This design comes from an exercise in tuning for small area, a short achievable clock period and few clock cycles per item on the open sky130 flow, not from production work.
In this exercise RTL edits were held to simulation tests only and were not proved equivalent to the original.

==> build 63 <==
// bme280_comp
module bme280_comp (
    input  wire         clk,
    input  wire         rst,         
    input  wire         cal_load,    
    input  wire [207:0] cal1,        
    input  wire [55:0]  cal2,        
    input  wire         start,       
    input  wire [63:0]  raw,         
    output wire         ready,
    output reg          done,
    output reg          err,
    output wire [31:0]  temp,
    output wire [31:0]  t_fine,
    output wire [31:0]  press,
    output wire [31:0]  hum
);
    localparam I_IDLE = 0,  I_P12 = 1,  I_T1 = 2,   I_T2 = 3,   I_T3 = 4,   I_T4 = 5,
               I_Y1   = 6,  I_W   = 7,  I_DA = 8,   I_DB = 9,   I_Y2 = 10,  I_M  = 11,
               I_N    = 12, I_H2  = 13, I_FIX = 14, I_H3 = 15,  I_H4 = 16,  I_H5 = 17,
               I_H6   = 18, I_H7  = 19, I_H8 = 20,  I_H9 = 21,  I_H10 = 22, I_WT = 23,
               I_PT   = 24, I_PS  = 25, I_PW = 26,  I_PW1 = 27, I_PW2 = 28;
    localparam NS = 29;
    reg [NS-1:0] st;
    reg [NS-1:0] ns;
    reg [NS-1:0] nx;      
    assign ready = st[I_IDLE];
    reg        calv, pend;
    reg [15:0] T1, T2, T3;
    reg [15:0] P1, P3, P4, P5, P6, P7, P8, P9;
    reg [31:0] P12;       
    reg [7:0]  H1, H3, H6;
    reg [15:0] H2;
    reg [11:0] H4, H5;
    wire [15:0] T1_in = cal_load ? cal1[15:0]    : T1;
    wire [15:0] T2_in = (st[I_IDLE] & cal_load) ? cal1[31:16] : T2;
    wire [15:0] P1_in = cal_load ? cal1[63:48]   : P1;
    wire [15:0] P4_in = cal_load ? cal1[111:96]  : P4;
    wire [11:0] H4_in = cal_load ? {cal2[31:24], cal2[35:32]} : H4;
    reg [17:0] DD;        
    reg [21:0] K;         
    reg [19:0] RH;        
    wire [19:0] rawp = {raw[7:0],   raw[15:8],  raw[23:20]};
    wire [19:0] rawt = {raw[31:24], raw[39:32], raw[47:44]};
    wire [15:0] rawh = {raw[55:48], raw[63:56]};
    wire [16:0] d_in  = {1'b0, rawt[19:4]} - {1'b0, T1_in};
  ...
clock: 18.0 ns
lec_check: 0
abc_area: 1
cap_margin: 20
core_margin: 2
core_utilization: 30
place_density: 0.5
slew_margin: 20
run.sh (not shown) runs the stock make flow with config.mk's settings and CLKGATE_MAP_FILE= SYNTH_SCRIPT=/design/flow/synth_recipe.tcl, a recipe that flattens the netlist after the stock synthesis.
==> trial 13: changes against build 63 <==
--- a/flow/design.v
+++ b/flow/design.v
@@ -50,17 +50,17 @@
     reg        t3s;       
     reg [22:0] X;
     reg [30:0] D;         
     reg        dneg;
     reg [31:0] D3;        
     reg [30:0] REM;
     reg [31:0] V;
     reg [4:0]  cnt;
-    reg        divbusy, dfirst, qneg, dz, needfix;
+    reg        divbusy, dsh, qneg, dz, needfix;
     reg        sNar, sR14, sAS2, sAQ, sCR, sPW, mneg_r;
     reg         zq, painv;
     wire [63:0] PA = {{13{painv | (Q[63] & ~qneg)}}, Q[63:13] ^ {51{painv}}};
     wire pw_fit = (PA[63:23] == {41{PA[23]}});
     function [63:0] sx28; input [27:0] v; sx28 = {{36{v[27]}}, v}; endfunction
     wire [22:0] s1c = {{2{S1[31]}}, S1[31:11]} - 23'd128000;    
     wire        tfast = t3s & (R[31:28] == {4{R[31]}});
     reg  [27:0] nar;
@@ -86,22 +86,21 @@
         mA = 64'd0;
         if (sNar) mA = mA | sx28(nar);
         if (sAS2) mA = mA | S2;
         if (st[I_DA])  mA = mA | {{8{R[63]}}, R[63:8]};
         if (st[I_DB])  mA = mA | {{20{P12[31]}}, P12, 12'd0};
         if (st[I_N])   mA = mA | R;
         if (st[I_PT])  mA = mA | PA;
         if (sAQ) mA = mA | Q;
-        if (st[I_PW1]) mA = mA | {S2[40:0], 23'd0};
-        if (st[I_PW2]) mA = mA | {S2[17:0], 46'd0};
         mC = 64'd0;
         if ((st[I_T3] & tfast) | st[I_T4]) mC = mC | {{27{s1c[22]}}, s1c, 14'd0};
         if (st[I_DA])  mC = mC | {1'b0, P1, 47'd0};
         if (sCR)       mC = mC | R;
+        if (st[I_PW1] | st[I_PW2]) mC = mC | {R[40:0], 23'd0};    
         if (st[I_Y2])  mC = mC | {{31{P5[15]}}, P5, 17'd0};
         if (st[I_M])   mC = mC | {{11{K[21]}}, K, 31'd0};
         if (st[I_H2])  mC = mC | {{30{RH[19]}}, RH, 14'd0};
         if (st[I_H5])  mC = mC | {{27{S2[63]}}, S2[63:42], 15'd0};
         if (st[I_H6])  mC = mC | {{27{H2[15]}}, H2, 21'd8192};
         if (st[I_H10]) mC = mC | {{32{V[31]}}, V};
         if (st[I_PS])  mC = mC | {{17{P7[15]}}, P7, 31'd0};
         mNeg = mneg_r | (sPW & zq);
@@ -164,26 +163,26 @@
         if (nx[I_N])   bn = bn | 24'd3125;
         if (nx[I_H2] | nx[I_H3] | nx[I_H4]) bn = bn | {S1[22], S1[22:0]};
         if (nx[I_H5])  bn = bn | {{2{S2[63]}}, S2[63:42]};
         if (nx[I_H6])  bn = bn | {{8{H2[15]}}, H2};
         if (nx[I_H7])  bn = bn | {{7{S2[16]}}, S2[16:0]};
         if (nx[I_H9])  bn = bn | {16'd0, H1};
         if (nx[I_PT])  bn = bn | {{8{P9[15]}}, P9};
         if (nx[I_PS])  bn = bn | {4'd0, P8[15] ? 4'b0111 : 4'b1000, P8};
-        if (nx[I_PW])  bn = bn | (pw_fit ? PA[23:0] : {1'b0, PA[22:0]});
+        if (nx[I_PW])  bn = bn | (pw_fit ? PA[23:0] : {{6{PA[63]}}, PA[63:46]});
         if (nx[I_PW1]) bn = bn | {1'b0, PA[45:23]};
-        if (nx[I_PW2]) bn = bn | {{6{PA[63]}}, PA[63:46]};
+        if (nx[I_PW2]) bn = bn | {1'b0, PA[22:0]};
     end
     reg  [30:0] rr;
     reg  [63:0] qq;
     reg  [32:0] r4, t1, t2, t3;
     integer k;
     always @(*) begin
-        if (dfirst & dbig) begin
+        if (dsh) begin
             rr = {3'd0, Q[63:36]};
             qq = {Q[35:0], 28'd0};
         end else begin
             rr = REM;
             qq = Q;
         end
         for (k = 0; k < 2; k = k + 1) begin
             r4 = {1'b0, rr[29:0], qq[63:62]};
@@ -295,19 +294,19 @@
             end
         end
         R  <= mac;
         BR <= nx[I_H8] ? {{7{mac[31]}}, mac[31:15]} : bn;    
         sNar <= nx[I_P12] | nx[I_T1] | nx[I_T2] | nx[I_T3] | nx[I_T4] | nx[I_Y1] |
                 nx[I_Y2] | nx[I_H2] | nx[I_H3] | nx[I_H4] | nx[I_H5] | nx[I_H6] |
                 nx[I_H7] | nx[I_H8] | nx[I_H9] | nx[I_H10];
         sR14 <= nx[I_T4] | nx[I_H7];
-        sAS2 <= nx[I_W] | nx[I_M] | nx[I_PW];
+        sAS2 <= nx[I_W] | nx[I_M] | nx[I_PW] | nx[I_PW1] | nx[I_PW2];
         sAQ  <= nx[I_PS] | nx[I_FIX];
-        sCR  <= nx[I_DB] | nx[I_PW1] | nx[I_PW2];
+        sCR  <= nx[I_DB];
         sPW  <= nx[I_PT] | nx[I_PW] | nx[I_PW1] | nx[I_PW2];
         mneg_r <= nx[I_M] | nx[I_H2] | nx[I_H10] | nx[I_FIX] | (nx[I_PS] & qneg);
         if (st[I_P12]) P12 <= mac[31:0];
         if (st[I_T1])  S1 <= mac;
         if (st[I_T3] | st[I_T4]) X <= mac[36:14];
         if (st[I_Y1])  begin S2 <= mac; S1[22:0] <= X + 23'd51200; end
         if (st[I_DB])  D  <= mac[63:33];
         if (st[I_Y2])  begin S2 <= mac; D <= (D ^ {31{D[30]}}) + {30'd0, D[30]}; dneg <= D[30]; end
@@ -353,16 +352,16 @@
             if (st[I_P12]) pend <= 1'b0;
             if (st[I_N]) begin
                 dz      <= dzero;
                 divbusy <= ~dzero & ~mac[63];
                 needfix <= ~dzero & mac[63];
             end
             if (st[I_FIX]) divbusy <= 1'b1;
             if (divlast) divbusy <= 1'b0;
-            dfirst <= st[I_N] | st[I_FIX];
+            dsh <= (st[I_N] | st[I_FIX]) & dbig;    
             if ((st[I_PW] & pw_fit) | st[I_PW2]) begin
                 err  <= 1'b0;
                 done <= 1'b1;
             end
         end
     end
 endmodule
Settings changed: ABC_AREA 1 to not set.
==> flow_metrics.env <==
export IMPL_finalCritPeriodShare=0.635
export IMPL_synthToLayoutAreaGrowth_pct=14.9
export IMPL_synth_xor_area_frac=0.117
export IMPL_holdWs_ns=0.452
export IMPL_wire_per_inst_um=32.3
export IMPL_drive_gt1_frac=0.0756
export IMPL_layout_common_cells="inv_1, xnor2_1, edfxtp_1"
export IMPL_status="timing/DRC/antenna clean"
export IMPL_finalClockSkew_ns=0.0631
export IMPL_path_depth=29
export IMPL_synth_compound_area_share=0.206
export IMPL_tightestPinTransition_ns=1.34
export IMPL_cpMaxStageDelayCell="edfxtp_1"
export IMPL_ys_top_cells_by_count="inv_1, xnor2_1, edfxtp_1, a22oi_1, fa_1"
export IMPL_synth_seq_area_share=0.272
export IMPL_pre_cts_slack_ns=6.95
-- figures above: trial 13

==> flow_metrics.env <==
export IMPL_status="timing/DRC/antenna clean"
export IMPL_synth_seq_area_share=0.258
export IMPL_path_depth=38
export IMPL_synthToLayoutAreaGrowth_pct=14.7
export IMPL_wire_per_inst_um=32.5
export IMPL_finalClockSkew_ns=0.155
export IMPL_synth_compound_area_share=0.181
export IMPL_layout_common_cells="nand2_1, inv_1, xor2_1"
export IMPL_pre_cts_slack_ns=6.70
-- figures above: build 63

Testbench counts of build 63, summed over its fixed seeds: cycles 11,808, samples 512.
Testbench counts of trial 13, summed over its fixed seeds: cycles 11,808, samples 512.

* * *

==> job 4973 <==
RTL: one of the versions met above, not the one the previous note started from.
==> flow/design.v (excerpt) <==
module bme280_comp (
    input  wire         clk,
    input  wire         rst,         
    input  wire         cal_load,    
    input  wire [207:0] cal1,        
    input  wire [55:0]  cal2,        
    input  wire         start,       
    input  wire [63:0]  raw,         
    output wire         ready,
    output reg          done,
    output reg          err,
    output wire [31:0]  temp,
    output wire [31:0]  t_fine,
    output wire [31:0]  press,
    output wire [31:0]  hum
);
clock: 18.0 ns
lec_check: 0
cap_margin: 20
core_margin: 2
core_utilization: 40
place_density: 0.6
slew_margin: 20
==> inputs of job 6524, as changes to job 4973 <==
--- a/flow/design.v
+++ b/flow/design.v
@@ -53,11 +53,11 @@
     reg        dneg;
     reg [31:0] D3;        
     reg [30:0] REM;
     reg [31:0] V;
     reg [4:0]  cnt;
-    reg        divbusy, dsh, qneg, dz, needfix;
+    reg        divbusy, dfirst, qneg, dz, needfix;
     reg        sNar, sR14, sAS2, sAQ, sCR, sPW, mneg_r;
     reg         zq, painv;
     wire [63:0] PA = {{13{painv | (Q[63] & ~qneg)}}, Q[63:13] ^ {51{painv}}};
     wire pw_fit = (PA[63:23] == {41{PA[23]}});
     function [63:0] sx28; input [27:0] v; sx28 = {{36{v[27]}}, v}; endfunction
@@ -89,15 +89,16 @@
         if (st[I_DA])  mA = mA | {{8{R[63]}}, R[63:8]};
         if (st[I_DB])  mA = mA | {{20{P12[31]}}, P12, 12'd0};
         if (st[I_N])   mA = mA | R;
         if (st[I_PT])  mA = mA | PA;
         if (sAQ) mA = mA | Q;
+        if (st[I_PW1]) mA = mA | {S2[40:0], 23'd0};
+        if (st[I_PW2]) mA = mA | {S2[17:0], 46'd0};
         mC = 64'd0;
         if ((st[I_T3] & tfast) | st[I_T4]) mC = mC | {{27{s1c[22]}}, s1c, 14'd0};
         if (st[I_DA])  mC = mC | {1'b0, P1, 47'd0};
         if (sCR)       mC = mC | R;
-        if (st[I_PW1] | st[I_PW2]) mC = mC | {R[40:0], 23'd0};    
         if (st[I_Y2])  mC = mC | {{31{P5[15]}}, P5, 17'd0};
         if (st[I_M])   mC = mC | {{11{K[21]}}, K, 31'd0};
         if (st[I_H2])  mC = mC | {{30{RH[19]}}, RH, 14'd0};
         if (st[I_H5])  mC = mC | {{27{S2[63]}}, S2[63:42], 15'd0};
         if (st[I_H6])  mC = mC | {{27{H2[15]}}, H2, 21'd8192};
@@ -166,20 +167,20 @@
         if (nx[I_H6])  bn = bn | {{8{H2[15]}}, H2};
         if (nx[I_H7])  bn = bn | {{7{S2[16]}}, S2[16:0]};
         if (nx[I_H9])  bn = bn | {16'd0, H1};
         if (nx[I_PT])  bn = bn | {{8{P9[15]}}, P9};
         if (nx[I_PS])  bn = bn | {4'd0, P8[15] ? 4'b0111 : 4'b1000, P8};
-        if (nx[I_PW])  bn = bn | (pw_fit ? PA[23:0] : {{6{PA[63]}}, PA[63:46]});
+        if (nx[I_PW])  bn = bn | (pw_fit ? PA[23:0] : {1'b0, PA[22:0]});
         if (nx[I_PW1]) bn = bn | {1'b0, PA[45:23]};
-        if (nx[I_PW2]) bn = bn | {1'b0, PA[22:0]};
+        if (nx[I_PW2]) bn = bn | {{6{PA[63]}}, PA[63:46]};
     end
     reg  [30:0] rr;
     reg  [63:0] qq;
     reg  [32:0] r4, t1, t2, t3;
     integer k;
     always @(*) begin
-        if (dsh) begin
+        if (dfirst & dbig) begin
             rr = {3'd0, Q[63:36]};
             qq = {Q[35:0], 28'd0};
         end else begin
             rr = REM;
             qq = Q;
@@ -297,13 +298,13 @@
         BR <= nx[I_H8] ? {{7{mac[31]}}, mac[31:15]} : bn;    
         sNar <= nx[I_P12] | nx[I_T1] | nx[I_T2] | nx[I_T3] | nx[I_T4] | nx[I_Y1] |
                 nx[I_Y2] | nx[I_H2] | nx[I_H3] | nx[I_H4] | nx[I_H5] | nx[I_H6] |
                 nx[I_H7] | nx[I_H8] | nx[I_H9] | nx[I_H10];
         sR14 <= nx[I_T4] | nx[I_H7];
-        sAS2 <= nx[I_W] | nx[I_M] | nx[I_PW] | nx[I_PW1] | nx[I_PW2];
+        sAS2 <= nx[I_W] | nx[I_M] | nx[I_PW];
         sAQ  <= nx[I_PS] | nx[I_FIX];
-        sCR  <= nx[I_DB];
+        sCR  <= nx[I_DB] | nx[I_PW1] | nx[I_PW2];
         sPW  <= nx[I_PT] | nx[I_PW] | nx[I_PW1] | nx[I_PW2];
         mneg_r <= nx[I_M] | nx[I_H2] | nx[I_H10] | nx[I_FIX] | (nx[I_PS] & qneg);
         if (st[I_P12]) P12 <= mac[31:0];
         if (st[I_T1])  S1 <= mac;
         if (st[I_T3] | st[I_T4]) X <= mac[36:14];
@@ -355,11 +356,11 @@
                 divbusy <= ~dzero & ~mac[63];
                 needfix <= ~dzero & mac[63];
             end
             if (st[I_FIX]) divbusy <= 1'b1;
             if (divlast) divbusy <= 1'b0;
-            dsh <= (st[I_N] | st[I_FIX]) & dbig;    
+            dfirst <= st[I_N] | st[I_FIX];
             if ((st[I_PW] & pw_fit) | st[I_PW2]) begin
                 err  <= 1'b0;
                 done <= 1'b1;
             end
         end
CORE_UTILIZATION = 30   (was 40)
PLACE_DENSITY = 0.5   (was 0.6)
==> inputs of job 147, as changes to job 4973 <==
--- a/flow/design.v
+++ b/flow/design.v
@@ -89,15 +89,16 @@
         if (st[I_DA])  mA = mA | {{8{R[63]}}, R[63:8]};
         if (st[I_DB])  mA = mA | {{20{P12[31]}}, P12, 12'd0};
         if (st[I_N])   mA = mA | R;
         if (st[I_PT])  mA = mA | PA;
         if (sAQ) mA = mA | Q;
+        if (st[I_PW1]) mA = mA | {S2[40:0], 23'd0};
+        if (st[I_PW2]) mA = mA | {S2[17:0], 46'd0};
         mC = 64'd0;
         if ((st[I_T3] & tfast) | st[I_T4]) mC = mC | {{27{s1c[22]}}, s1c, 14'd0};
         if (st[I_DA])  mC = mC | {1'b0, P1, 47'd0};
         if (sCR)       mC = mC | R;
-        if (st[I_PW1] | st[I_PW2]) mC = mC | {R[40:0], 23'd0};    
         if (st[I_Y2])  mC = mC | {{31{P5[15]}}, P5, 17'd0};
         if (st[I_M])   mC = mC | {{11{K[21]}}, K, 31'd0};
         if (st[I_H2])  mC = mC | {{30{RH[19]}}, RH, 14'd0};
         if (st[I_H5])  mC = mC | {{27{S2[63]}}, S2[63:42], 15'd0};
         if (st[I_H6])  mC = mC | {{27{H2[15]}}, H2, 21'd8192};
@@ -166,13 +167,13 @@
         if (nx[I_H6])  bn = bn | {{8{H2[15]}}, H2};
         if (nx[I_H7])  bn = bn | {{7{S2[16]}}, S2[16:0]};
         if (nx[I_H9])  bn = bn | {16'd0, H1};
         if (nx[I_PT])  bn = bn | {{8{P9[15]}}, P9};
         if (nx[I_PS])  bn = bn | {4'd0, P8[15] ? 4'b0111 : 4'b1000, P8};
-        if (nx[I_PW])  bn = bn | (pw_fit ? PA[23:0] : {{6{PA[63]}}, PA[63:46]});
+        if (nx[I_PW])  bn = bn | (pw_fit ? PA[23:0] : {1'b0, PA[22:0]});
         if (nx[I_PW1]) bn = bn | {1'b0, PA[45:23]};
-        if (nx[I_PW2]) bn = bn | {1'b0, PA[22:0]};
+        if (nx[I_PW2]) bn = bn | {{6{PA[63]}}, PA[63:46]};
     end
     reg  [30:0] rr;
     reg  [63:0] qq;
     reg  [32:0] r4, t1, t2, t3;
     integer k;
@@ -297,13 +298,13 @@
         BR <= nx[I_H8] ? {{7{mac[31]}}, mac[31:15]} : bn;    
         sNar <= nx[I_P12] | nx[I_T1] | nx[I_T2] | nx[I_T3] | nx[I_T4] | nx[I_Y1] |
                 nx[I_Y2] | nx[I_H2] | nx[I_H3] | nx[I_H4] | nx[I_H5] | nx[I_H6] |
                 nx[I_H7] | nx[I_H8] | nx[I_H9] | nx[I_H10];
         sR14 <= nx[I_T4] | nx[I_H7];
-        sAS2 <= nx[I_W] | nx[I_M] | nx[I_PW] | nx[I_PW1] | nx[I_PW2];
+        sAS2 <= nx[I_W] | nx[I_M] | nx[I_PW];
         sAQ  <= nx[I_PS] | nx[I_FIX];
-        sCR  <= nx[I_DB];
+        sCR  <= nx[I_DB] | nx[I_PW1] | nx[I_PW2];
         sPW  <= nx[I_PT] | nx[I_PW] | nx[I_PW1] | nx[I_PW2];
         mneg_r <= nx[I_M] | nx[I_H2] | nx[I_H10] | nx[I_FIX] | (nx[I_PS] & qneg);
         if (st[I_P12]) P12 <= mac[31:0];
         if (st[I_T1])  S1 <= mac;
         if (st[I_T3] | st[I_T4]) X <= mac[36:14];
CORE_UTILIZATION = 30   (was 40)
PLACE_DENSITY = 0.5   (was 0.6)
==> qor summary <==
| quantity | job 4973 | job 6524 | job 147 |
|---|---|---|---|
| Status | finished clean | finished clean | finished clean |
| First-iteration detailed-routing DRC count | 11790 | 10510 | 11250 |
| Wire length of the first global-routing pass | 545100 um | 570400 um | 573500 um |
| Sequential area share after synthesis | 27.17% | 26.98% | 27.00% |
| Critical Path RT | 18.43 ns | 18.63 ns | 18.46 ns |
| Final design instance area without fill | 0.09435 mm2 | 0.09646 mm2 | 0.09633 mm2 |
| Area of the mapped netlist | 0.08346 mm2 | 0.08402 mm2 | 0.08397 mm2 |
| Detailed-route via count | 75730 | 75440 | 75500 |
| Amount of wire on met2 after detailed routing | 165000 um | 176400 um | 179700 um |
| Amount of wire on met3 after detailed routing | 51260 um | 44380 um | 43450 um |
| TAP cells | 2788 | 3724 | 3724 |
| Reg-to-reg critical path startpoint | dsh$_DFFE_PN_ | D[28]$_DFFE_PP_ | st[1]$_SDFF_PP0_ |
| R2r setup slk | 6.69 ns | 6.30 ns | 5.83 ns |
| Delay of the slowest cell on the worst path | 0.83 ns | 0.83 ns | 0.92 ns |
Testbench counts of job 4973, summed over its fixed seeds: cycles 11,808, samples 512.
Testbench counts of job 6524, summed over its fixed seeds: cycles 11,808, samples 512.
Testbench counts of job 147, summed over its fixed seeds: cycles 11,808, samples 512.

-- what the ideal ports hide --
The flow's constraints put no driver on any port. The routed layouts listed below were extracted and timed again, unchanged, in two steps. Step 1 (the two cells are an assumption about what drives the block):
set clk [get_ports {clk}]
set_driving_cell -lib_cell sky130_fd_sc_hd__clkbuf_16 $clk
set_driving_cell -lib_cell sky130_fd_sc_hd__buf_2 [delete_from_list [all_inputs] $clk]
Step 2, shift: input delay + t, output delay - t, t = (earliest + latest rising clock arrival at the registers) / 2. This alone moves slack from input paths to output paths. Slacks: ideal ports / drivers / drivers and shift; pairs: ideal ports / drivers.
run | t (ns) | setup WS [ns] | hold WS [ns] | worst register clock-pin slew, ns | worst data-port slew with drivers (ns)
build 63 | 0.956 | 6.191 / 6.191 / 6.191 | 0.450 / 0.450 / 0.450 | 0.08 / 0.08 | 0.11
trial 13 | 0.834 | 6.563 / 6.563 / 6.563 | 0.452 / 0.452 / 0.452 | 0.08 / 0.08 | 0.11
job 4973 | 0.780 | 6.690 / 6.690 / 6.690 | 0.457 / 0.457 / 0.457 | 0.07 / 0.07 | 0.10
job 6524 | 0.823 | 6.301 / 6.301 / 6.301 | 0.478 / 0.478 / 0.478 | 0.08 / 0.08 | 0.10
job 147 | 0.807 | 5.828 / 5.828 / 5.828 | 0.451 / 0.451 / 0.451 | 0.07 / 0.07 | 0.14
After both steps every run listed still meets setup and hold.
